Source: an optimization exercise on an open RTL-to-GDS flow (aim: small area, a short achievable clock period and few clock cycles). Production flows keep margins and buffers that such runs may drop.
No run shown here included a check of the RTL's function; only the layout flow was run.
Power is estimated from default activity; no workload was simulated.

==> design/flow/design.v <==
module wallet_b2d (
    input  wire [38:0] v,
    input  wire        clr,
    output reg  [38:0] adj,
    output reg  [3:0]  ndig
);
    function [3:0] add3(input [3:0] d);
        case (d)
            4'd5: add3 = 4'd8;
            4'd6: add3 = 4'd9;
            4'd7: add3 = 4'd10;
            4'd8: add3 = 4'd11;
            4'd9: add3 = 4'd12;
            default: add3 = d;
        endcase
    endfunction
    integer k;
    always @* begin
        adj = clr ? 39'd0 : v;
        for (k = 0; k < 9; k = k + 1)
            adj[4*k +: 4] = add3(adj[4*k +: 4]);
    end
    always @* begin
        ndig = 4'd1;
        for (k = 1; k < 9; k = k + 1)
            if (v[4*k +: 4] != 4'd0) ndig = k[3:0] + 4'd1;
        if (v[38:36] != 3'd0) ndig = 4'd10;
    end
endmodule
module wallet_add #(parameter N = 32) (
    input  wire [N-1:0] a,
    input  wire [N-1:0] b,
    input  wire         ci,
    output wire [N:0]   s
);
    function integer top_pow2(input integer m);
        integer k;
        begin
            top_pow2 = 1;
            for (k = 0; k < 31; k = k + 1)
                if (2 * top_pow2 < m) top_pow2 = 2 * top_pow2;
        end
    endfunction
    localparam integer M    = N + 1;
    localparam integer TOPD = top_pow2(M);
    reg [M-1:0] g, p, G, P;
    integer i, d;
    always @* begin
        g = {a & b, ci};
        p = {a ^ b, 1'b0};
        G = g;
        P = p;
        for (d = 1; d < M; d = d * 2)
            for (i = 2*d - 1; i < M; i = i + 2*d) begin
                G[i] = G[i] | (P[i] & G[i-d]);
                P[i] = P[i] & P[i-d];
            end
        for (d = TOPD / 2; d >= 1; d = d / 2)
            for (i = 3*d - 1; i < M; i = i + 2*d) begin
                G[i] = G[i] | (P[i] & G[i-d]);
                P[i] = P[i] & P[i-d];
            end
    end
    assign s = {G[N], p[N:1] ^ G[N-1:0]};
endmodule
module wallet_adds #(parameter N = 16) (
    input  wire [N-1:0] a,
    input  wire [N-1:0] b,
    input  wire         ci,
    output wire [N:0]   s
);
    localparam integer M = N + 1;
    reg [M-1:0] g, p, G, P, G2, P2;
    integer i, d;
    always @* begin
        g = {a & b, ci};
        p = {a ^ b, 1'b0};
        G = g;
        P = p;
        for (d = 1; d < M; d = d * 2) begin
            G2 = G;
            P2 = P;
            for (i = 0; i < M; i = i + 1)
                if ((i / d) % 2 == 1) begin
                    G2[i] = G[i] | (P[i] & G[(i / d) * d - 1]);
                    P2[i] = P[i] & P[(i / d) * d - 1];
                end
            G = G2;
            P = P2;
        end
    end
    assign s = {G[N], p[N:1] ^ G[N-1:0]};
endmodule
module wallet_rom(tp, rom);
  input [7:0] tp;
  wire [7:0] tp;
  output [6:0] rom;
  wire [6:0] rom;
  wire _000_;
  wire _001_;
  wire _002_;
  wire _003_;
  wire _004_;
  wire _005_;
  wire _006_;
  wire _007_;
  wire _008_;
  wire _009_;
  wire _010_;
  wire _011_;
  wire _012_;
  wire _013_;
  wire _014_;
  wire _015_;
  wire _016_;
  wire _017_;
  wire _018_;
  wire _019_;
  wire _020_;
  wire _021_;
  wire _022_;
  wire _023_;
  wire _024_;
  wire _025_;
  wire _026_;
  wire _027_;
  wire _028_;
  wire _029_;
  wire _030_;
  wire _031_;
  wire _032_;
  wire _033_;
  wire _034_;
  wire _035_;
  wire _036_;
  wire _037_;
  wire _038_;
  wire _039_;
  wire _040_;
  wire _041_;
  wire _042_;
  wire _043_;
  wire _044_;
  wire _045_;
  wire _046_;
  wire _047_;
  wire _048_;
  wire _049_;
  wire _050_;
  wire _051_;
  wire _052_;
  wire _053_;
  wire _054_;
  wire _055_;
  wire _056_;
  wire _057_;
  wire _058_;
  wire _059_;
  wire _060_;
  wire _061_;
  wire _062_;
  wire _063_;
  wire _064_;
  wire _065_;
  wire _066_;
  wire _067_;
  wire _068_;
  wire _069_;
  wire _070_;
  wire _071_;
  wire _072_;
  wire _073_;
  wire _074_;
  wire _075_;
  wire _076_;
  wire _077_;
  wire _078_;
  wire _079_;
  wire _080_;
  wire _081_;
  wire _082_;
  wire _083_;
  wire _084_;
  wire _085_;
  wire _086_;
  wire _087_;
  wire _088_;
  wire _089_;
  wire _090_;
  wire _091_;
  wire _092_;
  wire _093_;
  wire _094_;
  wire _095_;
  wire _096_;
  wire _097_;
  wire _098_;
  wire _099_;
  wire _100_;
  wire _101_;
  wire _102_;
  wire _103_;
  wire _104_;
  wire _105_;
  wire _106_;
  wire _107_;
  wire _108_;
  wire _109_;
  wire _110_;
  wire _111_;
  wire _112_;
  wire _113_;
  wire _114_;
  wire _115_;
  wire _116_;
  wire _117_;
  wire _118_;
  wire _119_;
  wire _120_;
  wire _121_;
  wire _122_;
  wire _123_;
  wire _124_;
  wire _125_;
  wire _126_;
  wire _127_;
  wire _128_;
  wire _129_;
  wire _130_;
  wire _131_;
  wire _132_;
  wire _133_;
  wire _134_;
  wire _135_;
  wire _136_;
  wire _137_;
  wire _138_;
  wire _139_;
  wire _140_;
  wire _141_;
  wire _142_;
  wire _143_;
  wire _144_;
  wire _145_;
  wire _146_;
  wire _147_;
  wire _148_;
  wire _149_;
  wire _150_;
  wire _151_;
  wire _152_;
  wire _153_;
  wire _154_;
  wire _155_;
  wire _156_;
  wire _157_;
  wire _158_;
  wire _159_;
  wire _160_;
  wire _161_;
  wire _162_;
  wire _163_;
  wire _164_;
  wire _165_;
  wire _166_;
  wire _167_;
  wire _168_;
  wire _169_;
  wire _170_;
  wire _171_;
  wire _172_;
  wire _173_;
  wire _174_;
  wire _175_;
  wire _176_;
  wire _177_;
  wire _178_;
  wire _179_;
  wire _180_;
  wire _181_;
  wire _182_;
  wire _183_;
  wire _184_;
  wire _185_;
  wire _186_;
  wire _187_;
  wire _188_;
  wire _189_;
  wire _190_;
  wire _191_;
  wire _192_;
  wire _193_;
  wire _194_;
  wire _195_;
  wire _196_;
  wire _197_;
  wire _198_;
  wire _199_;
  wire _200_;
  wire _201_;
  wire _202_;
  wire _203_;
  wire _204_;
  wire _205_;
  wire _206_;
  wire _207_;
  wire _208_;
  wire _209_;
  wire _210_;
  wire _211_;
  wire _212_;
  wire _213_;
  wire _214_;
  wire _215_;
  wire _216_;
  wire _217_;
  wire _218_;
  wire _219_;
  wire _220_;
  wire _221_;
  wire _222_;
  wire _223_;
  wire _224_;
  wire _225_;
  wire _226_;
  wire _227_;
  wire _228_;
  wire _229_;
  wire _230_;
  wire _231_;
  wire _232_;
  wire _233_;
  wire _234_;
  wire _235_;
  wire _236_;
  wire _237_;
  wire _238_;
  wire _239_;
  wire _240_;
  wire _241_;
  wire _242_;
  wire _243_;
  wire _244_;
  wire _245_;
  wire _246_;
  wire _247_;
  wire _248_;
  wire _249_;
  wire _250_;
  wire _251_;
  wire _252_;
  wire _253_;
  wire _254_;
  wire _255_;
  wire _256_;
  wire _257_;
  wire _258_;
  wire _259_;
  wire _260_;
  wire _261_;
  wire _262_;
  wire _263_;
  wire _264_;
  wire _265_;
  wire _266_;
  wire _267_;
  wire _268_;
  wire _269_;
  wire _270_;
  wire _271_;
  wire _272_;
  wire _273_;
  wire _274_;
  wire _275_;
  wire _276_;
  wire _277_;
  wire _278_;
  wire _279_;
  wire _280_;
  wire _281_;
  wire _282_;
  wire _283_;
  wire _284_;
  wire _285_;
  wire _286_;
  wire _287_;
  wire _288_;
  wire _289_;
  wire _290_;
  wire _291_;
  wire _292_;
  wire _293_;
  wire _294_;
  wire _295_;
  wire _296_;
  wire _297_;
  wire _298_;
  wire _299_;
  wire _300_;
  wire _301_;
  wire _302_;
  wire _303_;
  wire _304_;
  wire _305_;
  wire _306_;
  wire _307_;
  wire _308_;
  wire _309_;
  wire _310_;
  wire _311_;
  wire _312_;
  wire _313_;
  wire _314_;
  wire _315_;
  wire _316_;
  wire _317_;
  wire _318_;
  wire _319_;
  wire _320_;
  wire _321_;
  wire _322_;
  wire _323_;
  wire _324_;
  wire _325_;
  wire _326_;
  wire _327_;
  wire _328_;
  wire _329_;
  wire _330_;
  wire _331_;
  wire _332_;
  wire _333_;
  wire _334_;
  wire _335_;
  wire _336_;
  wire _337_;
  wire _338_;
  wire _339_;
  wire _340_;
  wire _341_;
  wire _342_;
  wire _343_;
  wire _344_;
  wire _345_;
  assign _059_ = 4'h4 >> { tp[5], tp[3] };
  assign _070_ = 4'h4 >> { tp[4], tp[2] };
  assign _081_ = 4'h8 >> { _070_, tp[1] };
  assign _092_ = 4'h8 >> { _081_, _059_ };
  assign _103_ = 4'h2 >> { tp[3], tp[0] };
  assign _113_ = 4'h8 >> { _103_, tp[4] };
  assign _124_ = 4'h1 >> { _113_, _092_ };
  assign _135_ = 4'h2 >> tp[7:6];
  assign _146_ = 4'h8 >> { tp[5], tp[3] };
  assign _157_ = 4'h4 >> { tp[0], tp[2] };
  assign _167_ = 4'h2 >> tp[1:0];
  assign _178_ = 4'h1 >> tp[5:4];
  assign _188_ = 4'h8 >> tp[5:4];
  assign _199_ = 4'h1 >> { _188_, _178_ };
  assign _210_ = 4'h2 >> { _199_, tp[3] };
  assign _221_ = 4'h8 >> { _210_, _167_ };
  assign _231_ = 4'h1 >> { _221_, _157_ };
  assign _242_ = 4'h2 >> { _231_, _146_ };
  assign _253_ = 4'h8 >> { tp[4], tp[2] };
  assign _263_ = 4'h2 >> { tp[5], tp[3] };
  assign _274_ = 4'h8 >> { _263_, _253_ };
  assign _283_ = 4'h2 >> tp[3:2];
  assign _284_ = 4'h8 >> { _283_, _178_ };
  assign _285_ = 4'h1 >> { _284_, _274_ };
  assign _286_ = 4'h2 >> { tp[5], tp[0] };
  assign _287_ = 4'h4 >> { tp[4], tp[1] };
  assign _288_ = 4'h2 >> { _287_, _286_ };
  assign _289_ = 4'h4 >> { _288_, _285_ };
  assign _290_ = 4'h1 >> { tp[4], tp[2] };
  assign _291_ = 4'h1 >> { _290_, _253_ };
  assign _292_ = 4'h8 >> tp[3:2];
  assign _293_ = 4'h1 >> { tp[5], tp[3] };
  assign _294_ = 4'h1 >> { _293_, tp[1] };
  assign _295_ = 4'h4 >> { _294_, _292_ };
  assign _296_ = 4'h8 >> { _295_, _291_ };
  assign _297_ = 4'h1 >> { tp[3], tp[1] };
  assign _298_ = 4'h1 >> { _297_, tp[2] };
  assign _299_ = 4'h1 >> tp[1:0];
  assign _300_ = 4'h1 >> { _299_, _293_ };
  assign _301_ = 4'h2 >> { _300_, _298_ };
  assign _302_ = 4'h4 >> { tp[5], tp[0] };
  assign _303_ = 4'h8 >> { _302_, _290_ };
  assign _304_ = 4'h4 >> tp[4:3];
  assign _305_ = 4'h4 >> { _304_, tp[0] };
  assign _306_ = 4'h1 >> { _305_, _303_ };
  assign _307_ = 4'h4 >> { _306_, _301_ };
  assign _308_ = 4'h4 >> { _307_, _296_ };
  assign _309_ = 4'h4 >> { _308_, _289_ };
  assign _310_ = 4'h4 >> { _309_, _242_ };
  assign _311_ = 4'h2 >> { _310_, _135_ };
  assign _312_ = 4'h4 >> { _311_, _124_ };
  assign _313_ = 4'h2 >> { tp[4], tp[1] };
  assign _314_ = 4'h2 >> { tp[0], tp[2] };
  assign _315_ = 4'h4 >> { _314_, tp[3] };
  assign _316_ = 4'h8 >> { _315_, _313_ };
  assign _317_ = 4'h8 >> { _304_, tp[1] };
  assign _318_ = 4'h8 >> { _317_, _286_ };
  assign _319_ = 4'h2 >> { _318_, tp[6] };
  assign _320_ = 4'h4 >> { _319_, _316_ };
  assign _321_ = 4'h8 >> { _299_, _293_ };
  assign _322_ = 4'h4 >> tp[1:0];
  assign _323_ = 4'h8 >> { _322_, _059_ };
  assign _324_ = 4'h1 >> { _323_, _321_ };
  assign _325_ = 4'h8 >> { _293_, _253_ };
  assign _326_ = 4'h1 >> { _325_, _317_ };
  assign _327_ = 4'h8 >> { _313_, tp[2] };
  assign _328_ = 4'h8 >> { _322_, _188_ };
  assign _329_ = 4'h1 >> { _328_, _327_ };
  assign _330_ = 4'h8 >> { _329_, _326_ };
  assign _331_ = 4'h8 >> { _330_, _324_ };
  assign _332_ = 4'h8 >> { _313_, tp[3] };
  assign _333_ = 4'h1 >> { _332_, _314_ };
  assign _334_ = 4'h1 >> { _333_, _146_ };
  assign _335_ = 4'h8 >> { _299_, _146_ };
  assign _336_ = 4'h1 >> { _335_, _288_ };
  assign _337_ = 4'h1 >> { _336_, tp[2] };
  assign _338_ = 4'h1 >> { _337_, _334_ };
  assign _339_ = 4'h8 >> { _338_, _331_ };
  assign _340_ = 4'h2 >> { _339_, _320_ };
  assign _341_ = 4'h4 >> { _322_, _285_ };
  assign _342_ = 4'h8 >> { _167_, tp[2] };
  assign _343_ = 4'h4 >> { _342_, _210_ };
  assign _344_ = 4'h8 >> { _299_, _292_ };
  assign _345_ = 4'h4 >> { _344_, _199_ };
  assign _000_ = 4'h1 >> { _345_, _343_ };
  assign _001_ = 4'h4 >> { _000_, _341_ };
  assign _002_ = 4'h8 >> { _342_, _304_ };
  assign _003_ = 4'h1 >> { _002_, tp[6] };
  assign _004_ = 4'h8 >> tp[1:0];
  assign _005_ = 4'h8 >> { _004_, tp[3] };
  assign _006_ = 4'h8 >> { _005_, _070_ };
  assign _007_ = 4'h8 >> { _004_, tp[5] };
  assign _008_ = 4'h4 >> { _007_, _291_ };
  assign _009_ = 4'h1 >> { _008_, _006_ };
  assign _010_ = 4'h8 >> { _009_, _003_ };
  assign _011_ = 4'h8 >> { tp[5], tp[0] };
  assign _012_ = 4'h4 >> { _292_, tp[4] };
  assign _013_ = 4'h8 >> { _012_, _011_ };
  assign _014_ = 4'h2 >> { _299_, _146_ };
  assign _015_ = 4'h8 >> { _014_, _291_ };
  assign _016_ = 4'h4 >> { _015_, _013_ };
  assign _017_ = 4'h1 >> { tp[4], tp[1] };
  assign _018_ = 4'h8 >> { _157_, _059_ };
  assign _019_ = 4'h8 >> { _018_, _017_ };
  assign _020_ = 4'h8 >> { _253_, tp[5] };
  assign _021_ = 4'h8 >> { _020_, _299_ };
  assign _022_ = 4'h1 >> { _021_, _019_ };
  assign _023_ = 4'h4 >> { _022_, _016_ };
  assign _024_ = 4'h8 >> { _023_, _010_ };
  assign _025_ = 4'h8 >> { _313_, _293_ };
  assign _026_ = 4'h8 >> { _025_, tp[0] };
  assign _027_ = 4'h1 >> { _026_, _305_ };
  assign _028_ = 4'h2 >> { _027_, _298_ };
  assign _029_ = 4'h4 >> { tp[3], tp[0] };
  assign _030_ = 4'h4 >> { _199_, tp[1] };
  assign _031_ = 4'h8 >> { _030_, _029_ };
  assign _032_ = 4'h4 >> { _031_, tp[2] };
  assign _033_ = 4'h1 >> { _032_, _028_ };
  assign _034_ = 4'h8 >> { _033_, _024_ };
  assign _035_ = 4'h8 >> { _034_, _001_ };
  assign _036_ = 4'h1 >> { _035_, _340_ };
  assign _037_ = 4'h1 >> { _322_, _317_ };
  assign _038_ = 4'h1 >> tp[7:6];
  assign _039_ = 4'h8 >> { _322_, _070_ };
  assign _040_ = 4'h8 >> { _039_, _146_ };
  assign _041_ = 4'h2 >> { _040_, _038_ };
  assign _042_ = 4'h2 >> { _004_, _284_ };
  assign _043_ = 4'h1 >> { _042_, _092_ };
  assign _044_ = 4'h4 >> { _043_, _031_ };
  assign _045_ = 4'h8 >> { _044_, _041_ };
  assign _046_ = 4'h4 >> { _045_, _028_ };
  assign _047_ = 4'h4 >> { _046_, _037_ };
  assign _048_ = 4'h8 >> { _047_, _036_ };
  assign rom[5] = 4'h1 >> { _048_, _312_ };
  assign _049_ = 4'h2 >> { _199_, tp[0] };
  assign _050_ = 4'h4 >> { _049_, _001_ };
  assign _051_ = 4'h1 >> { _293_, tp[2] };
  assign _052_ = 4'h2 >> { _051_, _322_ };
  assign _053_ = 4'h8 >> { _052_, _178_ };
  assign _054_ = 4'h8 >> { _263_, tp[4] };
  assign _055_ = 4'h8 >> { _054_, tp[0] };
  assign _056_ = 4'h2 >> { _019_, tp[7] };
  assign _057_ = 4'h4 >> { _056_, _055_ };
  assign _058_ = 4'h4 >> { _057_, _053_ };
  assign _060_ = 4'h4 >> { _058_, _050_ };
  assign _061_ = 4'h4 >> { _263_, tp[2] };
  assign _062_ = 4'h4 >> { _061_, tp[0] };
  assign _063_ = 4'h1 >> { _062_, _008_ };
  assign _064_ = 4'h2 >> { _063_, _332_ };
  assign _065_ = 4'h8 >> { _293_, _157_ };
  assign _066_ = 4'h2 >> { _065_, _135_ };
  assign _067_ = 4'h4 >> { _066_, _026_ };
  assign _068_ = 4'h4 >> { _299_, tp[4] };
  assign _069_ = 4'h8 >> { _068_, _283_ };
  assign _071_ = 4'h8 >> { _292_, tp[4] };
  assign _072_ = 4'h4 >> { _071_, _011_ };
  assign _073_ = 4'h1 >> { _072_, _069_ };
  assign _074_ = 4'h8 >> { _073_, _067_ };
  assign _075_ = 4'h4 >> { _074_, _064_ };
  assign _076_ = 4'h1 >> { _075_, _060_ };
  assign _077_ = 4'h8 >> { _291_, _059_ };
  assign _078_ = 4'h8 >> { _077_, _299_ };
  assign _079_ = 4'h1 >> { _078_, _013_ };
  assign _080_ = 4'h4 >> { _079_, _076_ };
  assign _082_ = 4'h2 >> { _001_, _178_ };
  assign _083_ = 4'h8 >> { _290_, tp[3] };
  assign _084_ = 4'h8 >> { _083_, _286_ };
  assign _085_ = 4'h1 >> { _084_, _025_ };
  assign _086_ = 4'h8 >> { _085_, _041_ };
  assign _087_ = 4'h8 >> { _052_, _146_ };
  assign _088_ = 4'h4 >> { _007_, _290_ };
  assign _089_ = 4'h4 >> { _088_, tp[3] };
  assign _090_ = 4'h1 >> { _089_, _087_ };
  assign _091_ = 4'h8 >> { _090_, _086_ };
  assign _093_ = 4'h8 >> { _321_, _290_ };
  assign _094_ = 4'h8 >> { _327_, tp[5] };
  assign _095_ = 4'h1 >> { _094_, _093_ };
  assign _096_ = 4'h2 >> { _095_, _333_ };
  assign _097_ = 4'h1 >> { tp[5], tp[1] };
  assign _098_ = 4'h2 >> { _097_, _314_ };
  assign _099_ = 4'h1 >> { _065_, _321_ };
  assign _100_ = 4'h4 >> { _099_, _098_ };
  assign _101_ = 4'h2 >> { _100_, tp[4] };
  assign _102_ = 4'h1 >> { _101_, _096_ };
  assign _104_ = 4'h8 >> { _102_, _091_ };
  assign _105_ = 4'h4 >> { _104_, _082_ };
  assign rom[4] = 4'h1 >> { _105_, _080_ };
  assign _106_ = 4'h2 >> { _157_, tp[3] };
  assign _107_ = 4'h8 >> { _106_, _030_ };
  assign _108_ = 4'h4 >> { _029_, tp[5] };
  assign _109_ = 4'h8 >> { _108_, _253_ };
  assign _110_ = 4'h1 >> { _109_, _019_ };
  assign _111_ = 4'h4 >> { _110_, _087_ };
  assign _112_ = 4'h4 >> { _111_, _107_ };
  assign _114_ = 4'h4 >> { _221_, tp[2] };
  assign _115_ = 4'h2 >> { _096_, _010_ };
  assign _116_ = 4'h4 >> { _115_, _114_ };
  assign _117_ = 4'h8 >> { _116_, _112_ };
  assign _118_ = 4'h1 >> { _031_, _113_ };
  assign _119_ = 4'h2 >> { _118_, tp[2] };
  assign _120_ = 4'h8 >> { _015_, _004_ };
  assign _121_ = 4'h4 >> { _059_, tp[2] };
  assign _122_ = 4'h4 >> { _004_, tp[4] };
  assign _123_ = 4'h2 >> { _004_, tp[4] };
  assign _125_ = 4'h1 >> { _123_, _122_ };
  assign _126_ = 4'h2 >> { _125_, _121_ };
  assign _127_ = 4'h8 >> { _083_, _322_ };
  assign _128_ = 4'h8 >> { _342_, _178_ };
  assign _129_ = 4'h1 >> { _128_, _127_ };
  assign _130_ = 4'h4 >> { _129_, _126_ };
  assign _131_ = 4'h4 >> { _130_, _120_ };
  assign _132_ = 4'h1 >> { _083_, _293_ };
  assign _133_ = 4'h1 >> { _132_, _286_ };
  assign _134_ = 4'h8 >> { _133_, _167_ };
  assign _136_ = 4'h2 >> { _134_, _320_ };
  assign _137_ = 4'h8 >> { _136_, _131_ };
  assign _138_ = 4'h4 >> { _137_, _119_ };
  assign _139_ = 4'h1 >> { _138_, _117_ };
  assign _140_ = 4'h1 >> { _139_, tp[7] };
  assign _141_ = 4'h1 >> { _020_, _012_ };
  assign _142_ = 4'h4 >> { _054_, tp[2] };
  assign _143_ = 4'h2 >> { _142_, _141_ };
  assign _144_ = 4'h1 >> { _292_, tp[0] };
  assign _145_ = 4'h4 >> { _144_, _143_ };
  assign _147_ = 4'h8 >> { _313_, _059_ };
  assign _148_ = 4'h2 >> { _039_, tp[7] };
  assign _149_ = 4'h4 >> { _148_, _147_ };
  assign _150_ = 4'h8 >> { _012_, _302_ };
  assign _151_ = 4'h4 >> { _321_, _070_ };
  assign _152_ = 4'h1 >> { _151_, _150_ };
  assign _153_ = 4'h8 >> { _152_, _149_ };
  assign _154_ = 4'h2 >> { _313_, _199_ };
  assign _155_ = 4'h2 >> { _154_, _157_ };
  assign _156_ = 4'h1 >> { _155_, _221_ };
  assign _158_ = 4'h8 >> { _156_, _153_ };
  assign _159_ = 4'h4 >> { _158_, _145_ };
  assign rom[3] = 4'h1 >> { _159_, _140_ };
  assign _160_ = 4'h4 >> { _004_, _146_ };
  assign _161_ = 4'h4 >> { _160_, _141_ };
  assign _162_ = 4'h1 >> { _161_, tp[7] };
  assign _163_ = 4'h4 >> { _162_, _036_ };
  assign _164_ = 4'h2 >> { _018_, tp[7] };
  assign _165_ = 4'h1 >> { _142_, _052_ };
  assign _166_ = 4'h8 >> { _165_, _164_ };
  assign _168_ = 4'h4 >> { _178_, tp[2] };
  assign _169_ = 4'h8 >> { _168_, _297_ };
  assign _170_ = 4'h8 >> { _327_, _293_ };
  assign _171_ = 4'h1 >> { _170_, _169_ };
  assign _172_ = 4'h1 >> { _017_, _011_ };
  assign _173_ = 4'h4 >> { _172_, _081_ };
  assign _174_ = 4'h4 >> { _017_, tp[2] };
  assign _175_ = 4'h2 >> { _174_, tp[3] };
  assign _176_ = 4'h4 >> { _175_, _173_ };
  assign _177_ = 4'h8 >> { _287_, _059_ };
  assign _179_ = 4'h1 >> { _068_, _315_ };
  assign _180_ = 4'h4 >> { _179_, _177_ };
  assign _181_ = 4'h4 >> { _180_, _176_ };
  assign _182_ = 4'h8 >> { _181_, _171_ };
  assign _183_ = 4'h8 >> { _182_, _166_ };
  assign rom[2] = 4'h1 >> { _183_, _163_ };
  assign _184_ = 4'h1 >> { _030_, tp[3] };
  assign _185_ = 4'h2 >> { _184_, _314_ };
  assign _186_ = 4'h8 >> { _121_, _167_ };
  assign _187_ = 4'h1 >> { _313_, _287_ };
  assign _189_ = 4'h2 >> { _187_, _029_ };
  assign _190_ = 4'h2 >> { _292_, _288_ };
  assign _191_ = 4'h1 >> { _190_, _189_ };
  assign _192_ = 4'h4 >> { _191_, _186_ };
  assign _193_ = 4'h1 >> { _088_, _092_ };
  assign _194_ = 4'h8 >> { _193_, _171_ };
  assign _195_ = 4'h8 >> { _194_, _192_ };
  assign _196_ = 4'h4 >> { _195_, _185_ };
  assign _197_ = 4'h2 >> { _196_, _135_ };
  assign _198_ = 4'h8 >> { _296_, _146_ };
  assign _200_ = 4'h1 >> { _150_, _062_ };
  assign _201_ = 4'h1 >> { _297_, _286_ };
  assign _202_ = 4'h8 >> { _201_, _168_ };
  assign _203_ = 4'h2 >> { _201_, tp[2] };
  assign _204_ = 4'h1 >> { _203_, _202_ };
  assign _205_ = 4'h8 >> { _204_, _200_ };
  assign _206_ = 4'h2 >> { _324_, tp[4] };
  assign _207_ = 4'h8 >> { _188_, _167_ };
  assign _208_ = 4'h8 >> { _017_, _103_ };
  assign _209_ = 4'h1 >> { _208_, _018_ };
  assign _211_ = 4'h4 >> { _209_, _207_ };
  assign _212_ = 4'h4 >> { _211_, _206_ };
  assign _213_ = 4'h8 >> { _212_, _205_ };
  assign _214_ = 4'h4 >> { _213_, _198_ };
  assign _215_ = 4'h2 >> { _214_, tp[7] };
  assign _216_ = 4'h4 >> { _303_, tp[3] };
  assign _217_ = 4'h1 >> { _021_, _344_ };
  assign _218_ = 4'h4 >> { _217_, _216_ };
  assign _219_ = 4'h8 >> { _218_, _046_ };
  assign _220_ = 4'h1 >> { _219_, _215_ };
  assign _222_ = 4'h8 >> { _208_, tp[5] };
  assign _223_ = 4'h2 >> { _141_, _005_ };
  assign _224_ = 4'h1 >> { _223_, _222_ };
  assign _225_ = 4'h4 >> { _224_, _220_ };
  assign rom[1] = 4'he >> { _225_, _197_ };
  assign _226_ = 4'h1 >> { _274_, tp[1] };
  assign _227_ = 4'h4 >> { _226_, _133_ };
  assign _228_ = 4'h8 >> { _143_, tp[1] };
  assign _229_ = 4'h1 >> { _228_, _227_ };
  assign _230_ = 4'h8 >> { _122_, tp[2] };
  assign _232_ = 4'h1 >> { _230_, _039_ };
  assign _233_ = 4'h1 >> { _232_, tp[5] };
  assign _234_ = 4'h8 >> { _077_, _314_ };
  assign _235_ = 4'h8 >> { _049_, _292_ };
  assign _236_ = 4'h2 >> { _235_, _164_ };
  assign _237_ = 4'h4 >> { _236_, _234_ };
  assign _238_ = 4'h4 >> { _237_, _233_ };
  assign _239_ = 4'h4 >> { _238_, _229_ };
  assign _240_ = 4'h4 >> { _062_, tp[4] };
  assign _241_ = 4'h1 >> { _083_, _061_ };
  assign _243_ = 4'h1 >> { _241_, tp[1] };
  assign _244_ = 4'h8 >> { _147_, tp[2] };
  assign _245_ = 4'h2 >> { _244_, _038_ };
  assign _246_ = 4'h4 >> { _245_, _243_ };
  assign _247_ = 4'h4 >> { _246_, _240_ };
  assign _248_ = 4'h8 >> { _290_, _103_ };
  assign _249_ = 4'h1 >> { _248_, _318_ };
  assign _250_ = 4'h4 >> { _253_, _103_ };
  assign _251_ = 4'h4 >> { _250_, _108_ };
  assign _252_ = 4'h1 >> { _293_, _146_ };
  assign _254_ = 4'h8 >> { _017_, tp[0] };
  assign _255_ = 4'h4 >> { _254_, _252_ };
  assign _256_ = 4'h8 >> { _007_, _070_ };
  assign _257_ = 4'h1 >> { _256_, _255_ };
  assign _258_ = 4'h4 >> { _257_, _251_ };
  assign _259_ = 4'h8 >> { _258_, _249_ };
  assign _260_ = 4'h8 >> { _259_, _247_ };
  assign _261_ = 4'h1 >> { _260_, _311_ };
  assign rom[0] = 4'hb >> { _261_, _239_ };
  assign _262_ = 4'h1 >> { _014_, _318_ };
  assign _264_ = 4'h2 >> { _262_, _253_ };
  assign _265_ = 4'h8 >> { _169_, tp[0] };
  assign _266_ = 4'h1 >> { _265_, _264_ };
  assign _267_ = 4'h8 >> { _266_, _247_ };
  assign _268_ = 4'h4 >> { _344_, tp[5] };
  assign _269_ = 4'h8 >> { _268_, tp[4] };
  assign _270_ = 4'h2 >> { _161_, tp[7] };
  assign _271_ = 4'h4 >> { _270_, _269_ };
  assign _272_ = 4'h4 >> { _271_, _134_ };
  assign _273_ = 4'h2 >> { _004_, _178_ };
  assign _275_ = 4'h8 >> { _273_, _300_ };
  assign _276_ = 4'h8 >> { _061_, _004_ };
  assign _277_ = 4'h1 >> { _276_, _268_ };
  assign _278_ = 4'h4 >> { _277_, _275_ };
  assign _279_ = 4'h2 >> { _040_, _135_ };
  assign _280_ = 4'h8 >> { _279_, _095_ };
  assign _281_ = 4'h8 >> { _280_, _278_ };
  assign _282_ = 4'h1 >> { _281_, _272_ };
  assign rom[6] = 4'hb >> { _282_, _267_ };
endmodule
module coin_wallet (
    input  wire        clk,
    input  wire        rst,
    input  wire        in_valid,
    output wire        in_ready,
    input  wire [7:0]  in_data,
    output wire        out_valid,
    input  wire        out_ready,
    output wire [7:0]  out_data,
    output wire        out_last,
    input  wire        coin_edge,
    input  wire        ms_tick,
    input  wire        restore_valid,
    input  wire [31:0] restore_bal,
    input  wire [31:0] restore_cnt,
    output wire [31:0] bal,
    output wire [31:0] cnt,
    output wire        zind,
    output reg         save_req
);
    localparam [6:0] DEBOUNCE_WINDOW_MS = 7'd100;
    localparam [2:0] M_BAL = 3'd0,    
                     M_CNT = 3'd1,    
                     M_OK  = 3'd2,
                     M_OVF = 3'd3,
                     M_INS = 3'd4,
                     M_RCA = 3'd5,
                     M_INV = 3'd6,
                     M_UNK = 3'd7;
    reg [31:0] bal_r, cnt_r;
    reg [6:0]  elapsed;      
    reg        has_last;
    assign bal  = bal_r;
    assign cnt  = cnt_r;
    assign zind = (bal_r == 32'd0);
    localparam [1:0] P_LEN = 2'd0,    
                     P_PAY = 2'd1,    
                     P_DON = 2'd2,    
                     P_EXD = 2'd3;    
    localparam [3:0] F_START = 4'd0, F_G  = 4'd1, F_R  = 4'd2, F_ADD = 4'd3,
                     F_SUB   = 4'd4, F_GB = 4'd5, F_GS = 4'd6, F_GC  = 4'd7,
                     F_RB    = 4'd8, F_RC = 4'd9, F_DEAD = 4'd15;
    reg [1:0]  pst;
    reg [7:0]  remain;       
    reg [7:0]  ib;           
    reg        ibv;
    reg        ib_dig;       
    reg        in_amt;       
    reg        fsub;         
    reg        m_dig;        
    reg        started;      
    reg        wsp;          
    reg [3:0]  fam;
    reg [3:0]  pos;          
    reg        amt_any, amt_bad, amt_nz;
    reg [3:0]  amt_nd;       
    reg [31:0] amt_val;
    reg        al_d1l, al_d1h, al_d2l, al_d2h;    
    reg        al_xcl, al_xch, al_xwl, al_xwh;
    reg        al_c;         
    reg [1:0]  al_sv;        
    reg        ex_co;        
    wire al_lo    = al_d1l | al_d2l | al_xcl | al_xwl;
    wire al_idle  = ~(al_lo | al_d1h | al_d2h | al_xch | al_xwh);
    wire dig_last = al_d2h;              
    wire al_exl   = al_xcl | al_xwl;
    wire al_exh   = al_xch | al_xwh;
    wire b_ws  = (ib == 8'h20) || (ib >= 8'h09 && ib <= 8'h0d);
    wire d_dig = (in_data[7:4] == 4'h3) && (in_data[3:0] <= 4'd9);
    assign in_ready = ~pst[1] & ~(m_dig & ~dig_last);
    wire in_fire = in_valid & in_ready;
    function [7:0] kexp(input [3:0] f, input [3:0] p);
        begin
            kexp = 8'h00;
            case (f)
                F_G:   case (p) 4'd1: kexp = "E"; 4'd2: kexp = "T"; 4'd3: kexp = "_"; default: ; endcase
                F_R:   case (p) 4'd1: kexp = "E"; 4'd2: kexp = "S"; 4'd3: kexp = "E";
                                4'd4: kexp = "T"; 4'd5: kexp = "_"; default: ; endcase
                F_ADD, F_SUB:
                       case (p) 4'd1: kexp = (f == F_ADD) ? "D" : "U";
                                4'd2: kexp = (f == F_ADD) ? "D" : "B";
                                4'd3: kexp = "_"; 4'd4: kexp = "B"; 4'd5: kexp = "A";
                                4'd6: kexp = "L"; 4'd7: kexp = "A"; 4'd8: kexp = "N";
                                4'd9: kexp = "C"; 4'd10: kexp = "E"; 4'd11: kexp = "=";
                                default: ; endcase
                F_GB:  case (p) 4'd5: kexp = "A"; 4'd6: kexp = "L"; 4'd7: kexp = "A";
                                4'd8: kexp = "N"; 4'd9: kexp = "C"; 4'd10: kexp = "E";
                                default: ; endcase
                F_GS:  case (p) 4'd5: kexp = "T"; 4'd6: kexp = "A"; 4'd7: kexp = "T";
                                4'd8: kexp = "U"; 4'd9: kexp = "S"; default: ; endcase
                F_GC:  case (p) 4'd5: kexp = "O"; 4'd6: kexp = "I"; 4'd7: kexp = "N";
                                4'd8: kexp = "_"; 4'd9: kexp = "C"; 4'd10: kexp = "O";
                                4'd11: kexp = "U"; 4'd12: kexp = "N"; 4'd13: kexp = "T";
                                default: ; endcase
                F_RB:  case (p) 4'd7: kexp = "A"; 4'd8: kexp = "L"; 4'd9: kexp = "A";
                                4'd10: kexp = "N"; 4'd11: kexp = "C"; 4'd12: kexp = "E";
                                default: ; endcase
                F_RC:  case (p) 4'd7: kexp = "O"; 4'd8: kexp = "U"; 4'd9: kexp = "N";
                                4'd10: kexp = "T"; default: ; endcase
                default: ;
            endcase
        end
    endfunction
    function [3:0] klen(input [3:0] f);
        case (f)
            F_GB: klen = 4'd11;
            F_GS: klen = 4'd10;
            F_GC: klen = 4'd14;
            F_RB: klen = 4'd13;
            F_RC: klen = 4'd11;
            default: klen = 4'd0;
        endcase
    endfunction
    reg        n_started, n_wsp, n_bad;
    reg [3:0]  n_fam, n_pos;
    wire       n_amt = (n_fam == F_ADD || n_fam == F_SUB) && (n_pos == 4'd12);
    always @* begin
        n_started = started;
        n_wsp     = wsp;
        n_fam     = fam;
        n_pos     = pos;
        n_bad     = amt_bad;
        if (b_ws) begin
            if (started) n_wsp = 1'b1;
        end else begin
            n_started = 1'b1;
            n_wsp     = 1'b0;
            if (in_amt) begin
                n_bad = 1'b1;
            end else begin
                n_pos = pos + 4'd1;
                if (started && wsp) begin
                    n_fam = F_DEAD;
                end else if (fam == F_START) begin
                    n_fam = (ib == "G") ? F_G : (ib == "R") ? F_R :
                            (ib == "A") ? F_ADD : (ib == "S") ? F_SUB : F_DEAD;
                end else if (fam == F_G && pos == 4'd4) begin
                    n_fam = (ib == "B") ? F_GB : (ib == "S") ? F_GS :
                            (ib == "C") ? F_GC : F_DEAD;
                end else if (fam == F_R && pos == 4'd6) begin
                    n_fam = (ib == "B") ? F_RB : (ib == "C") ? F_RC : F_DEAD;
                end else if (pos == klen(fam) || ib != kexp(fam, pos)) begin
                    n_fam = F_DEAD;
                end
            end
        end
    end
    wire is_gb  = (fam == F_GB)  && (pos == 4'd11);
    wire is_gs  = (fam == F_GS)  && (pos == 4'd10);
    wire is_gc  = (fam == F_GC)  && (pos == 4'd14);
    wire is_rb  = (fam == F_RB)  && (pos == 4'd13);
    wire is_rc  = (fam == F_RC)  && (pos == 4'd11);
    wire is_add = (fam == F_ADD) && (pos == 4'd12);
    wire is_sub = (fam == F_SUB) && (pos == 4'd12);
    wire amt_ok = amt_any && !amt_bad;
    wire [15:0] al_x = ({16{al_d1l}} & {amt_val[13:0], 2'b00}) |
                       ({16{al_d1h}} & {amt_val[29:16], al_sv}) |
                       ({16{al_d2l}} & {amt_val[14:0], 1'b0}) |
                       ({16{al_d2h}} & {amt_val[30:16], al_sv[1]}) |
                       ({16{al_exl}} & bal_r[15:0]) |
                       ({16{al_exh}} & bal_r[31:16]);
    wire [15:0] al_y = ((({16{al_d1l | al_exl}} & amt_val[15:0]) |
                         ({16{al_d1h | al_exh}} & amt_val[31:16])) ^
                        {16{fsub & (al_exl | al_exh)}}) |
                       {12'd0, {4{al_d2l}} & ib[3:0]};
    wire        al_ci = (al_lo & al_exl & fsub) | (~al_lo & al_c);
    wire [16:0] al_s;
    wire [32:0] bal_inc, cnt_inc;
    wallet_adds #(.N(16)) u_add (.a(al_x), .b(al_y), .ci(al_ci), .s(al_s));
    wallet_add #(.N(32)) u_binc (.a(bal_r), .b(32'd0), .ci(1'b1), .s(bal_inc));
    wallet_add #(.N(32)) u_cinc (.a(cnt_r), .b(32'd0), .ci(1'b1), .s(cnt_inc));
    reg        e_ok, e_changed, e_show, e_bal0, e_cnt0, e_sum;
    reg [2:0]  e_msg;
    always @* begin
        e_ok = 1'b0; e_changed = 1'b0; e_msg = M_UNK; e_show = 1'b0;
        e_bal0 = 1'b0; e_cnt0 = 1'b0; e_sum = 1'b0;
        if (is_gb) begin
            e_ok = 1'b1; e_msg = M_BAL;
        end else if (is_gs) begin
            e_ok = 1'b1; e_msg = M_OK;
        end else if (is_gc) begin
            e_ok = 1'b1; e_msg = M_CNT;
        end else if (is_rb) begin
            e_ok = 1'b1; e_msg = M_BAL; e_changed = 1'b1; e_bal0 = 1'b1;
        end else if (is_rc) begin
            e_ok = 1'b1; e_msg = M_RCA; e_changed = 1'b1; e_cnt0 = 1'b1;
        end else if ((is_add || is_sub) && !amt_ok) begin
            e_msg = M_INV;
        end else if (is_add) begin
            e_show = 1'b1;
            if (ex_co) begin
                e_msg = M_OVF;
            end else begin
                e_ok = 1'b1; e_msg = M_BAL; e_changed = 1'b1; e_sum = 1'b1;
            end
        end else if (is_sub) begin
            e_show = 1'b1;
            if (!ex_co) begin
                e_msg = M_INS;
            end else begin
                e_ok = 1'b1; e_msg = M_BAL; e_changed = 1'b1; e_sum = 1'b1;
            end
        end
    end
    wire [3:0] e_nc = (e_show && amt_nd != 4'd0) ? amt_nd : 4'd1;
    function [7:0] len_base(input ok, input ch, input [2:0] m, input [3:0] nc);
        reg [7:0] t;
        begin
            case (m)
                M_OK:    t = 8'd2;
                M_OVF:   t = 8'd16;
                M_INS:   t = 8'd20;
                M_RCA:   t = 8'd11;
                M_INV:   t = 8'd14;
                M_UNK:   t = 8'd15;
                default: t = 8'd0;
            endcase
            len_base = 8'd92 + (ok ? 8'd7 : 8'd5) + (ch ? 8'd4 : 8'd5) + t + {4'd0, nc};
        end
    endfunction
    reg        x_valid;      
    reg        x_ok, x_changed, x_show;
    reg [2:0]  x_msg;
    reg [3:0]  x_nc;
    reg [7:0]  x_lb;         
    reg        ab_done;      
    reg        ab_len;       
    reg [7:0]  x_len;
    reg        cv_busy, cv_c;
    reg [4:0]  cv_cnt;
    wire        cv_ab  = cv_busy & ~cv_c;
    wire        cv_am  = cv_busy &  cv_c;
    wire        cv_clr = (cv_cnt == 5'd0);
    wire        cv_last = (cv_cnt == 5'd31);
    reg  [38:0] d_a, d_b, d_c;
    wire [38:0] j_ac, j_b;
    wire [3:0]  n_a, n_b, n_x_unused;
    wallet_b2d u_sac (.v(cv_c ? d_c : d_a), .clr(cv_clr), .adj(j_ac), .ndig(n_x_unused));
    wallet_b2d u_sb  (.v(d_b), .clr(cv_clr), .adj(j_b), .ndig(n_b));
    wallet_b2d u_na  (.v(d_a), .clr(1'b0), .adj(), .ndig(n_a));
    always @(posedge clk) begin
        if (cv_ab) begin
            d_a <= {j_ac[37:0], bal_r[31]};
            d_b <= {j_b[37:0], cnt_r[31]};
        end
        if (cv_am)
            d_c <= {j_ac[37:0], amt_val[31] & x_show};
    end
    wire [7:0] len_next = x_lb + ((x_msg == M_BAL) ? {3'd0, n_a, 1'b0} : {4'd0, n_a})
                               + ((x_msg == M_CNT) ? {3'd0, n_b, 1'b0} : {4'd0, n_b});
    reg        r_act;        
    reg [7:0]  od;           
    reg        od_last;      
    reg        od_pay;       
    reg [7:0]  rq;           
    reg        rq_len, rq_sum;
    reg [1:0]  sph;          
    reg [7:0]  tp;           
    reg        dmode;        
    reg [1:0]  dsrc;         
    reg [3:0]  dcnt;         
    reg        r_late;       
    reg        r_ok, r_changed;
    reg [2:0]  r_msg;
    reg [3:0]  r_nc;
    reg [7:0]  csum;
    assign out_data  = od;
    assign out_valid = r_act;
    assign out_last  = od_last;
    wire [6:0] rom;
    wallet_rom u_rom (.tp(tp), .rom(rom));
    reg [38:0] dsel;
    always @* begin
        case (dsrc)
            2'd0:    dsel = d_a;
            2'd1:    dsel = d_b;
            default: dsel = d_c;
        endcase
    end
    wire [3:0] digit = dcnt[3] ? (dcnt[0] ? {1'b0, dsel[38:36]} : dsel[35:32])
                               : dsel[4*dcnt[2:0] +: 4];
    wire [7:0] pay_ch = dmode ? {4'h3, digit} : {1'b0, rom};
    wire fire    = r_act & out_ready;
    wire load    = fire & ~od_last;      
    wire ex_go   = (pst == P_DON) && !ibv && !x_valid && al_idle;
    wire ex_done = al_xwh;
    wire late_ev = load && (sph == 2'd2) && !dmode && (tp == 8'd76);
    wire ab_go   = x_valid && !ab_done && !cv_busy && (!r_act || r_late || late_ev);
    wire r_start = x_valid && ab_len && (!r_act || (fire && od_last));
    reg [1:0] pst_n;
    reg       ibv_n, ib_dig_n, in_amt_n, fsub_n;
    always @* begin
        pst_n = pst;
        if (in_fire && pst == P_LEN)
            pst_n = (in_data == 8'd0) ? P_DON : P_PAY;
        else if (in_fire && remain == 8'd1)
            pst_n = P_DON;
        else if (ex_done)
            pst_n = P_EXD;
        else if (cv_am && cv_last)
            pst_n = P_LEN;
        ibv_n    = (in_fire && pst == P_PAY) || (m_dig && !dig_last);
        ib_dig_n = (in_fire && pst == P_PAY) ? d_dig : ib_dig;
        in_amt_n = (in_fire && pst == P_LEN) ? 1'b0 : (ibv && !m_dig) ? n_amt : in_amt;
        fsub_n   = (in_fire && pst == P_LEN) ? 1'b0 : (ibv && !m_dig) ? (n_fam == F_SUB) : fsub;
    end
    wire dig_n = ibv_n & in_amt_n & ib_dig_n;
    always @(posedge clk) begin
        save_req <= 1'b0;
        pst      <= pst_n;
        ibv      <= ibv_n;
        ib_dig   <= ib_dig_n;
        in_amt   <= in_amt_n;
        fsub     <= fsub_n;
        m_dig    <= dig_n;
        if (in_fire) begin
            if (pst == P_LEN) begin
                remain  <= in_data;
                started <= 1'b0;
                wsp     <= 1'b0;
                fam     <= F_START;
                pos     <= 4'd0;
                amt_any <= 1'b0; amt_bad <= 1'b0; amt_nz <= 1'b0; amt_nd <= 4'd0;
                amt_val <= 32'd0;
            end else begin
                ib     <= in_data;
                remain <= remain - 8'd1;
            end
        end
        if (ibv && !m_dig) begin
            started <= n_started;
            wsp     <= n_wsp;
            fam     <= n_fam;
            pos     <= n_pos;
            amt_bad <= n_bad;
        end
        al_d1l <= dig_n && (al_idle || dig_last);
        al_d1h <= al_d1l;
        al_d2l <= al_d1h;
        al_d2h <= al_d2l;
        al_xcl <= ex_go && !(dig_n && (al_idle || dig_last));
        al_xch <= al_xcl;
        al_xwl <= al_xch;
        al_xwh <= al_xwl;
        if (al_lo) begin
            al_c  <= al_s[16];
            al_sv <= amt_val[15:14];
        end
        if (al_d1l | al_d2l) amt_val[15:0] <= al_s[15:0];
        if (al_d1h | al_d2h) amt_val[31:16] <= al_s[15:0];
        if (al_d1h & (amt_val[31] | amt_val[30] | al_s[16])) amt_bad <= 1'b1;
        if (al_xch) ex_co <= al_s[16];
        if (dig_last) begin
            if (amt_val[31] | al_s[16] | wsp) amt_bad <= 1'b1;
            wsp     <= 1'b0;
            amt_any <= 1'b1;
            if (ib[3:0] != 4'd0) amt_nz <= 1'b1;
            if (amt_nz || ib[3:0] != 4'd0) amt_nd <= amt_nd + 4'd1;
        end
        if (ex_done) begin
            x_valid   <= 1'b1;
            x_ok      <= e_ok;
            x_changed <= e_changed;
            x_show    <= e_show;
            x_msg     <= e_msg;
            x_nc      <= e_nc;
            x_lb      <= len_base(e_ok, e_changed, e_msg, e_nc);
            save_req  <= e_changed;
        end
        if (ab_go) begin
            cv_busy <= 1'b1;
            cv_c    <= 1'b0;
            cv_cnt  <= 5'd0;
        end else if (r_start) begin
            cv_busy <= 1'b1;
            cv_c    <= 1'b1;
            cv_cnt  <= 5'd0;
        end else if (cv_busy) begin
            cv_cnt <= cv_cnt + 5'd1;
            if (cv_last) begin
                cv_busy <= 1'b0;
                if (!cv_c) ab_done <= 1'b1;
            end
        end
        if (cv_am)
            amt_val <= {amt_val[30:0], 1'b0};
        if (ab_done && !ab_len) begin
            ab_len <= 1'b1;
            x_len  <= len_next;
        end
        if (fire && od_pay) csum <= csum + od;
        if (r_start) begin
            x_valid   <= 1'b0;
            ab_done   <= 1'b0;
            ab_len    <= 1'b0;
            r_act     <= 1'b1;
            od        <= 8'h7e;
            od_last   <= 1'b0;
            od_pay    <= 1'b0;
            rq_len    <= 1'b1;
            rq_sum    <= 1'b0;
            sph       <= 2'd2;
            tp        <= 8'd0;
            dmode     <= 1'b0;
            r_late    <= 1'b0;
            r_ok      <= x_ok;
            r_changed <= x_changed;
            r_msg     <= x_msg;
            r_nc      <= x_nc;
            csum      <= x_len;
        end else if (fire && od_last) begin
            r_act   <= 1'b0;
            od_last <= 1'b0;
        end else if (load) begin
            od      <= rq_len ? csum : rq_sum ? csum + od : rq;
            od_pay  <= ~rq_len & ~rq_sum;
            od_last <= rq_sum;
            rq_len  <= 1'b0;
            rq_sum  <= sph == 2'd3;
            if (sph == 2'd3) sph <= 2'd0;
            if (sph == 2'd2) begin
                rq <= pay_ch;
                if (dmode) begin
                    if (dcnt == 4'd0) dmode <= 1'b0;
                    else dcnt <= dcnt - 4'd1;
                end else begin
                    case (tp)
                        8'd10:  tp <= r_ok ? 8'd11 : 8'd18;
                        8'd17:  tp <= 8'd23;
                        8'd39:  begin dmode <= 1'b1; dsrc <= 2'd0; dcnt <= n_a - 4'd1; tp <= 8'd40; end
                        8'd62:  begin dmode <= 1'b1; dsrc <= 2'd1; dcnt <= n_b - 4'd1; tp <= 8'd63; end
                        8'd75:  case (r_msg)
                                    M_BAL: begin dmode <= 1'b1; dsrc <= 2'd0; dcnt <= n_a - 4'd1; tp <= 8'd76; end
                                    M_CNT: begin dmode <= 1'b1; dsrc <= 2'd1; dcnt <= n_b - 4'd1; tp <= 8'd76; end
                                    M_OK:  tp <= 8'd113;
                                    M_OVF: tp <= 8'd115;
                                    M_INS: tp <= 8'd131;
                                    M_RCA: tp <= 8'd151;
                                    M_INV: tp <= 8'd162;
                                    default: tp <= 8'd176;
                                endcase
                        8'd76:  begin r_late <= 1'b1; tp <= 8'd77; end
                        8'd92:  tp <= r_changed ? 8'd93 : 8'd97;
                        8'd96:  tp <= 8'd102;
                        8'd111: begin dmode <= 1'b1; dsrc <= 2'd2; dcnt <= r_nc - 4'd1; tp <= 8'd112; end
                        8'd112: sph <= 2'd3;
                        8'd114, 8'd130, 8'd150, 8'd161, 8'd175, 8'd190: tp <= 8'd76;
                        default: tp <= tp + 8'd1;
                    endcase
                end
            end
        end
        if (rst) begin
            pst      <= P_LEN;
            ibv      <= 1'b0;
            m_dig    <= 1'b0;
            al_d1l <= 1'b0; al_d1h <= 1'b0; al_d2l <= 1'b0; al_d2h <= 1'b0;
            al_xcl <= 1'b0; al_xch <= 1'b0; al_xwl <= 1'b0; al_xwh <= 1'b0;
            x_valid  <= 1'b0;
            ab_done  <= 1'b0;
            ab_len   <= 1'b0;
            cv_busy  <= 1'b0;
            r_act    <= 1'b0;
            od_last  <= 1'b0;
            save_req <= 1'b0;
        end
    end
    wire accept = !has_last || (elapsed > DEBOUNCE_WINDOW_MS);
    always @(posedge clk) begin
        if (rst) begin
            bal_r    <= 32'd0;
            cnt_r    <= 32'd0;
            elapsed  <= 7'd0;
            has_last <= 1'b0;
        end else begin
            if (ms_tick && elapsed <= DEBOUNCE_WINDOW_MS)
                elapsed <= elapsed + 7'd1;
            if (al_xwl | al_xwh) begin
                if (e_sum && al_xwl) bal_r[15:0]  <= al_s[15:0];
                if (e_sum && al_xwh) bal_r[31:16] <= al_s[15:0];
                if (al_xwh && e_bal0) bal_r <= 32'd0;
                if (al_xwh && e_cnt0) cnt_r <= 32'd0;
            end else if (cv_ab) begin
                bal_r <= {bal_r[30:0], bal_r[31]};
                cnt_r <= {cnt_r[30:0], cnt_r[31]};
            end else if (restore_valid) begin
                bal_r <= restore_bal;
                cnt_r <= restore_cnt;
            end else if (coin_edge) begin
                if (accept) begin
                    if (!(&bal_r)) bal_r <= bal_inc[31:0];
                    if (!(&cnt_r)) cnt_r <= cnt_inc[31:0];
                    has_last <= 1'b1;
                    elapsed  <= 7'd0;
                end else begin
                    bal_r <= 32'd0;
                    cnt_r <= 32'd0;
                end
            end
        end
    end
endmodule
==> design/flow/run.sh <==
#!/bin/bash
# synth_recipe.tcl (not shown) runs the flow's synth.tcl, then flattens the netlist and writes it again
# the make line also repeats each setting of config.mk as NAME=value (left out here)
make -C /OpenROAD-flow-scripts/flow DESIGN_CONFIG=/design/flow/config.mk WORK_HOME=/design/flow/orfs CLKGATE_MAP_FILE= SYNTH_SCRIPT=/design/flow/synth_recipe.tcl finish
==> design/flow/config.mk <==
export PLATFORM = sky130hd
export DESIGN_NAME = coin_wallet
export DESIGN_NICKNAME = coin_wallet
export VERILOG_FILES = /design/flow/design.v
export SDC_FILE = /design/flow/constraint.sdc
export NUM_CORES = 4
export LEC_CHECK = 0
export ABC_AREA = 1
export CAP_MARGIN = 20
export CORE_MARGIN = 2
export CORE_UTILIZATION = 40
export SETUP_SLACK_MARGIN = 4.0
export SLEW_MARGIN = 20
==> design/flow/constraint.sdc <==
create_clock -name core_clock -period 8.0 [get_ports {clk}]
set_input_delay 1.6000 -clock core_clock [delete_from_list [all_inputs] [get_ports {clk}]]
set_output_delay 1.6000 -clock core_clock [all_outputs]
set_load 0.01 [all_outputs]
==> flow_summary.toml, run 1 <==
[sta]
finalHoldViolations = 0
setup_violations = 0
relSlewSlack_pct = 30.5
slew_violations = 0
max_freq_mhz = 247
rsz0062_at_grt = "yes"
layout_min_cycle_time_ns = 4.04
skew_ns = 0.0223
final.period_utilization_pct = 50.5
finalSetupTns_ns = 0
worstMarginPinSlew_ns = 1.04

[worst_setup_path]
start_kind = "flop"
r2r_setup_slack_ns = 3.96
crit_arrival_ns = 4.55
crit_required_ns = 8.51
end_kind = "flop"
cp_max_fo = 5
crit_type = "reg2reg"

[drt]
wire_per_inst_um = 19.4
drt-initial-drc-count = 1953
first_pass_iters = 8
vias = 24000
drc = 0
wirelength_mm = 82.9
drt.antenna.violating_nets = 0
viasPerCell = 5.61

[synthesis]
synth.avg_cell_area_um2 = 7.63
synth_xor_area_share_pct = 3.20
synth-edff-count = 233
synth_fp_nets = 3465
ys_seq_elements = 371
synthArstFlopShare_pct = 0
syn_area_mm2 = 0.0249
yosysWarnings = 4
yosys-mux-area-fraction_pct = 0
synth_fa_ha_area_share_pct = 6.60
synth.distinct_cells = 63
synth_top_family_by_area = "simple AND/OR/NAND/NOR gates"
synth_compound_area_share_pct = 21.1
syn_inst = 3263
synth_seq_area_share_pct = 39.2
synth_flop_cell = "edfxtp_1"
synthSimpleGateAreaFrac_pct = 21.2

[finish]
final_cell_count_no_fill = 4283
antenna_cells = 0
drive_gt1_share_pct = 7.34
layout.nets = 3613
area_growth_pct = 17.6

[floorplanning]
initial_core_util_pct = 40.4
fp.dieArea_mm2 = 0.0643
coreArea_mm2 = 0.0616
num_rows = 91
die_w_um = 254
die_y_um = 254
io_pins = 156

[global_route]
grt_pass1_vias = 22900
grt_util_met1_pct = 32.9
grt_pass1_wl_mm = 128
grtUsageTotal_pct = 25.2
use_met3_pct = 2.69
antenna_found_initial = 0
grtUsageMet2_pct = 43.0
grt.busiest_layer = "met2"
grt_max_degree = 158
grt-ovfl-total = 0

[run_status]
status = "complete, no violations"

[clock_tree]
numCtsBuffers = 44
clkLatencyLatePin_ns = 0.59
root_buffer = "clkbuf_16"
cts_tree = "built"
clkSlewWorstSetupHoldPaths_ns = 0.06
clkSinkCount = 371
htree_levels = 2
cts_max_path_buffers = 3

[power_and_ir_drop]
power_density_mw_per_mm2 = 194
leakagePower_uw = 0.0118
peakVddDrop_mv = 0.147

[placement]
gp_congestion = 0.977
dpl.cell_count = 4156
io_buffers = 155
hpwl_mm = 58.9

[job]
cap_violations = 0

[hold_path]
hp-class = "reg2reg"
## worst max-delay path, stage by stage (launching register included)
cell        delay (ns)
dfxtp_4           0.35
nor2_4            0.15
clkinvlp_4        0.21
nor2_4            0.20
buf_6             0.13
o22ai_4           0.06
a22oi_1           0.16
o21ai_1           0.09
ha_1              0.32
a21oi_2           0.14
o21ai_2           0.08
nand3_2           0.06
nand2_2           0.06
nand2_2           0.07
nand2_2           0.07
a21oi_4           0.15
o21ai_2           0.08
nand2_1           0.09
nand2_2           0.06
nand2_2           0.07
nand2_2           0.06
a21o_1            0.17
a21o_1            0.21
fa_2              0.59
nand2_2           0.06
o21ai_1           0.08
o21ai_1           0.07
a21oi_1           0.12
## state kept, by name (all words and copies together), names as in the netlist, 4 cells and up, named ones only
signal   flops
x_nc         4
bal_r       32
csum         8
ib           8
x_len        8
fam          4
remain       8
d_c         39
amt_val     32
pos          4
elapsed      7
dcnt         4
amt_nd       4
d_b         39
cnt_r       32
r_nc         4
tp           8
x_lb         8
d_a         39
od           8
cv_cnt       5
rq           7
## synth_stat cells (all sizes together), types with 70 or more instances
| master | n | area, um^2 |
|---|---|---|
| o21ai | 270 | 1360 |
| nand3 | 132 | 681 |
| clkbuf | 103 | 387 |
| nand2 | 648 | 2450 |
| o211ai | 83 | 623 |
| o22ai | 94 | 588 |
| nor3 | 70 | 355 |
| a21oi | 209 | 1050 |
| dfxtp | 138 | 2760 |
| ha | 109 | 1360 |
| inv | 438 | 1650 |
| nor2 | 306 | 1170 |
| edfxtp | 233 | 7000 |
## metal layers
metal	vias to the layer above	routed length (um)
met2	930	40200
met1	11300	34900
met3	182	5040
li1	11700	-
met5	-	0
met4	0	2830
## cells by family (layout without fill, tap and decap cells)
group	Yosys count	count (layout)
and+or+nand+nor	1251	1251
AOI/OAI and AO/OA	856	856
buffers and inverters	571	754
DFF	371	371
adders and majority gates	123	123
xor gates and xnor gates	91	91
## layout make-up
class	count	area (um^2)
clock buffer	61	1220
clock inverter	20	163
fill	6180	32300
inverter	448	1720
multi-input combinational	2321	13300
sequential	371	9780
tap	837	1050
timing repair buffer	224	2090
timing repair inverter	1	7.51
## final timing paths
kind	start	endpoint	cells past startpoint
setup / recovery	al_xwl	bal_r[15]	27
hold / removal	x_nc[0]	r_nc[0]	0
setup reg to reg	al_xwl	bal_r[15]	27
hold reg to reg	x_nc[0]	r_nc[0]	0
## cell usage in the layout (no fill, tap or decap), types with 23 or more instances in the layout
master / netlist / final
nand2_1: 641 / 633
inv_1: 429 / 418
nor2_1: 297 / 289
o21ai_0: 257 / 245
edfxtp_1: 233 / 233
a21oi_1: 209 / 206
clkdlybuf4s50_1: 0 / 153
dfxtp_1: 138 / 131
nand3_1: 128 / 125
ha_1: 109 / 107
o22ai_1: 94 / 92
o211ai_1: 83 / 83
nor3_1: 69 / 68
buf_4: 0 / 64
xor2_1: 45 / 45
xnor2_1: 46 / 45
clkbuf_16: 0 / 45
a31oi_1: 35 / 35
nand4_1: 31 / 31
nor4_1: 36 / 24
o221ai_1: 24 / 24
a221o_1: 23 / 23
## report_power, final
group	internal [uW]	leakage (uW)	total (uW)	switching, uW
Clock	1130	0.000675	1960	835
Combinational	478	0.00784	1380	899
Sequential	2220	0.00329	2350	134
Total	3820	0.0118	5690	1870
## stage by stage
| step | instance area [um^2] | power (uW) | setup slack, ns | util (%) | hold slack [ns] |
|---|---|---|---|---|---|
| 6_report | 29300 | 5690 | 3.96 | 47.5 | 0.421 |
| 5_1_grt | 29300 | 5970 | 3.76 | 47.5 | 0.437 |
| 4_1_cts | 29000 | 5690 | 3.95 | 47.0 | 0.427 |
| 3_5_place_dp | 27300 | 3720 | 2.66 | 44.2 | 0.409 |
| 3_3_place_gp | 27200 | 3720 | 2.70 | 44.2 | 0.408 |
| 2_1_floorplan | 24900 | 3260 | 4.01 | - | 0.400 |
## repair_timing
| item | in CTS | in global routing |
|---|---|---|
| endpoints found under the hold margin | 0 | 0 |
| setup endpoints to repair | 57 | 83 |
| pin swaps | 13 | 21 |
| gates resized for setup | 37 | 45 |
| cloned | 1 | 0 |
| hold buffers | 0 | 0 |
| buffers inserted | 26 | 19 |
==> inputs of run 2 (changes only) <==
--- a/design/flow/config.mk
+++ b/design/flow/config.mk
@@ -9,5 +9,5 @@
 export CAP_MARGIN = 20
 export CORE_MARGIN = 2
 export CORE_UTILIZATION = 40
-export SETUP_SLACK_MARGIN = 4.0
+export SETUP_SLACK_MARGIN = 4.5
 export SLEW_MARGIN = 20
==> flow_summary.toml, run 2 <==
[power_and_ir_drop]
leakagePower_uw = 0.0125
power_frac_comb_pct = 23.8
p_switching_uw = 1930
totalPowerFinal_uw = 6100
power_frac_seq_pct = 38.7
p_clk_share_pct = 37.6
power_density_mw_per_mm2 = 198
peakVddDrop_mv = 0.180
switching_share_pct = 31.7
p_int_uw = 4160

[finish]
drive_gt1_share_pct = 13.1
antenna_cells = 0
largest_registers = "d_a (39), d_b (39), d_c (39)"
layout_common_cells = "nand2_1, inv_1, nor2_1, o21ai_0, edfxtp_1"
layout.nets = 3697
layout_commonest_cell = "nand2_1"
n_fill_cell = 5957
final_area_mm2 = 0.0309
area_growth_pct = 24.0

[floorplanning]
fp.dieArea_mm2 = 0.0643
coreArea_mm2 = 0.0616
num_rows = 91
die_w_um = 254
initial_core_util_pct = 40.4
die_y_um = 254
io_pins = 156

[global_route]
grt_pass1_vias = 23500
grtUsageTotal_pct = 25.8
grt_pass1_wl_mm = 131
grt_max_degree = 86
antenna_found_initial = 1
grt-ovfl-total = 0

[worst_setup_path]
cp_max_fo = 8
start_kind = "flop"
crit_required_ns = 8.52
crit_chain = "nor2_4, clkinvlp_4, o21ai_4, clkinvlp_4, buf_4, xor2_1, ha_1, a21oi_1, o31a_1, o21ai_2, nand2_1, nand2_1, nand2_2, nand2_2, a21o_1, a21o_1, fa_2, nand2_2, o21ai_0, o21ai_1, a21oi_1"
reg2reg_to = "bal_r[15]"
cp_slowest_cell = "fa_2"
critPathCapture = "bal_r[15]"
r2r_setup_slack_ns = 4.00
crit_arrival_ns = 4.52
end_kind = "flop"
max_stage_delay_ns = 0.56
crit_type = "reg2reg"
crit_top_cell = "nand2_2"
critPathLaunch = "al_xch"
reg2regPathDepth = 21
rr_startpoint = "al_xch"

[drt]
drc = 0
first_pass_iters = 5
drt-initial-drc-count = 2056
viasPerCell = 5.65
wirelength_mm = 85.5
drt.antenna.violating_nets = 0
wire_per_inst_um = 19.6
vias = 24700

[sta]
slew_violations = 0
setup_violations = 0
rsz0062_at_grt = "yes"
final.period_utilization_pct = 50.0
worstMarginPinSlew_ns = 1.05
skew_ns = 0.0259
finalHoldViolations = 0
hold_slack_ns = 0.423
relSlewSlack_pct = 29.3
finalSetupTns_ns = 0
layout_min_cycle_time_ns = 4.00
max_freq_mhz = 250

[synthesis]
synthSimpleGateAreaFrac_pct = 21.2
synth_top_area_cell = "edfxtp_1"
syn_inst = 3263
synth_xor_area_share_pct = 3.20
synth-edff-count = 233
synth_fa_ha_area_share_pct = 6.60
synth.avg_cell_area_um2 = 7.63
yosysMostFrequentCell = "nand2_1"
synthArstFlopShare_pct = 0
synth_top_area_share_pct = 28.1
synth_flop_cell = "edfxtp_1"
synth_compound_area_share_pct = 21.1
synth_top_family_by_area = "simple AND/OR/NAND/NOR gates"
synth_area_leaders = "edfxtp_1, dfxtp_1, nand2_1"
synth.distinct_cells = 63
synth_seq_area_share_pct = 39.2
syn_area_mm2 = 0.0249
yosys-mux-area-fraction_pct = 0
yosysWarnings = 4
synth_fp_nets = 3465
ys_seq_elements = 371
synthTopCellsByCount = "nand2_1, inv_1, nor2_1, o21ai_0, edfxtp_1"

[placement]
hpwl_mm = 59.0
gp_congestion = 0.985
placed_area_mm2 = 0.0273
io_buffers = 155

[hold_path]
hp-class = "reg2reg"

[job]
cap_violations = 0

[run_status]
status = "complete, no violations"

[clock_tree]
clkSlewWorstSetupHoldPaths_ns = 0.06
clkLatencyLatePin_ns = 0.59
clkSinkCount = 371
cts_max_path_buffers = 3
htree_levels = 2
root_buffer = "clkbuf_16"
numCtsBuffers = 45
cts_tree = "built"
==> run 2: critical path, delay by kind of cell, from the launching register on <==
family	cells	cell delay (ns)
flops	1	0.33
compound gates	9	1.36
buf+inv	3	0.65
xor+xnor	1	0.17
fa+ha+maj	2	0.91
simple gates	6	0.51
==> run 2: routing by layer <==
metal,part of all wire (%),GRT usage [%],up-vias
met1,42,32.9,11600
li1,-,-,11900
met3,5.8,2.80,235
met4,4.0,10.6,0
met5,0,0,-
met2,49,44.3,1018
==> run 2: how the worst min path moves through the flow <==
stage / from / slack, ns / end / depth (start not counted)
6_report: x_nc[2] / 0.42 / r_nc[2] / 0
5_1_grt: x_ok / 0.44 / r_ok / 0
4_1_cts: x_nc[2] / 0.42 / r_nc[2] / 0
3_5_place_dp: x_nc[2] / 0.40 / r_nc[2] / 0
3_3_place_gp: x_ok / 0.41 / r_ok / 0
2_1_floorplan: x_changed / 0.40 / r_changed / 0
==> run 2: power by group through the flow <==
stage          clock, uW  combinational [uW]  sequential, uW
5_1_grt             2390                1610            2370
6_report            2290                1450            2360
3_3_place_gp           0                1330            2390
2_1_floorplan          0                 912            2350
4_1_cts             2320                1380            2350
3_5_place_dp           0                1320            2390
==> run 2: logic make-up (layout without fill, tap and decap cells) <==
kind of cell             after synthesis  in the layout
AO/OA/AOI/OAI                        856            856
flip-flops                           371            371
AND/OR/NAND/NOR                     1251           1252
XOR/XNOR                              91             91
buffers and inverters                571            839
adder cells (fa/ha/maj)              123            123
==> run 2: through the flow <==
stage	setup slack, ns	utilization [%]	instances
finish	4.00	50.1	4369
global route	3.71	50.1	4369
CTS	4.15	48.8	4318
detailed placement	3.13	44.3	4156
global placement	3.19	44.3	4155
floorplan	4.23	-	3263
==> run 2: timing repair <==
item / 4_1_cts / 5_1_grt
hold buffers: 0 / 0
resized for setup: 124 / 133
pin swaps: 33 / 57
cloned: 2 / 0
buffers inserted: 76 / 51
endpoints found under the setup margin: 180 / 122
==> run 2: final cells by class <==
| type | count | area, um^2 | share of cell area (%) |
|---|---|---|---|
| clock inverter | 30 | 405 | 1.31 |
| tap | 837 | 1050 | 3.39 |
| clock buffer | 54 | 1230 | 4.00 |
| inverter | 448 | 1720 | 5.58 |
| multi-input combinational | 2322 | 13900 | 44.9 |
| timing repair inverter | 1 | 7.51 | 0.0243 |
| sequential | 371 | 9790 | 31.7 |
| timing repair buffer | 306 | 2790 | 9.04 |

## port drivers added, routing unchanged
Ports are ideal in the flow. The routed layouts listed here were re-timed in OpenROAD.
Step 1 (the two cells are an assumption about what drives the block):
set clk [get_ports {clk}]
set_driving_cell -lib_cell sky130_fd_sc_hd__clkbuf_16 $clk
set_driving_cell -lib_cell sky130_fd_sc_hd__buf_2 [delete_from_list [all_inputs] $clk]
Step 2 times the ports against the registers' clock, not the clock port: input delays grow and output delays shrink by t, the midpoint of the rising clock arrivals with the driver on.
a / b / c = ideal / step 1 / step 2; a / b = the first two.
run | shift t [ns] | setup WS [ns] | clock arrival spread, ns
run 1 | 0.643 | 3.956 / 3.956 / 3.662 | 0.023 / 0.023
run 2 | 0.641 | 4.004 / 4.004 / 4.004 | 0.026 / 0.026
After both steps every run listed still meets setup and hold. The setup slack of run 1, which loses most, moves by 0.000 ns with the drivers and by -0.294 ns with both steps.
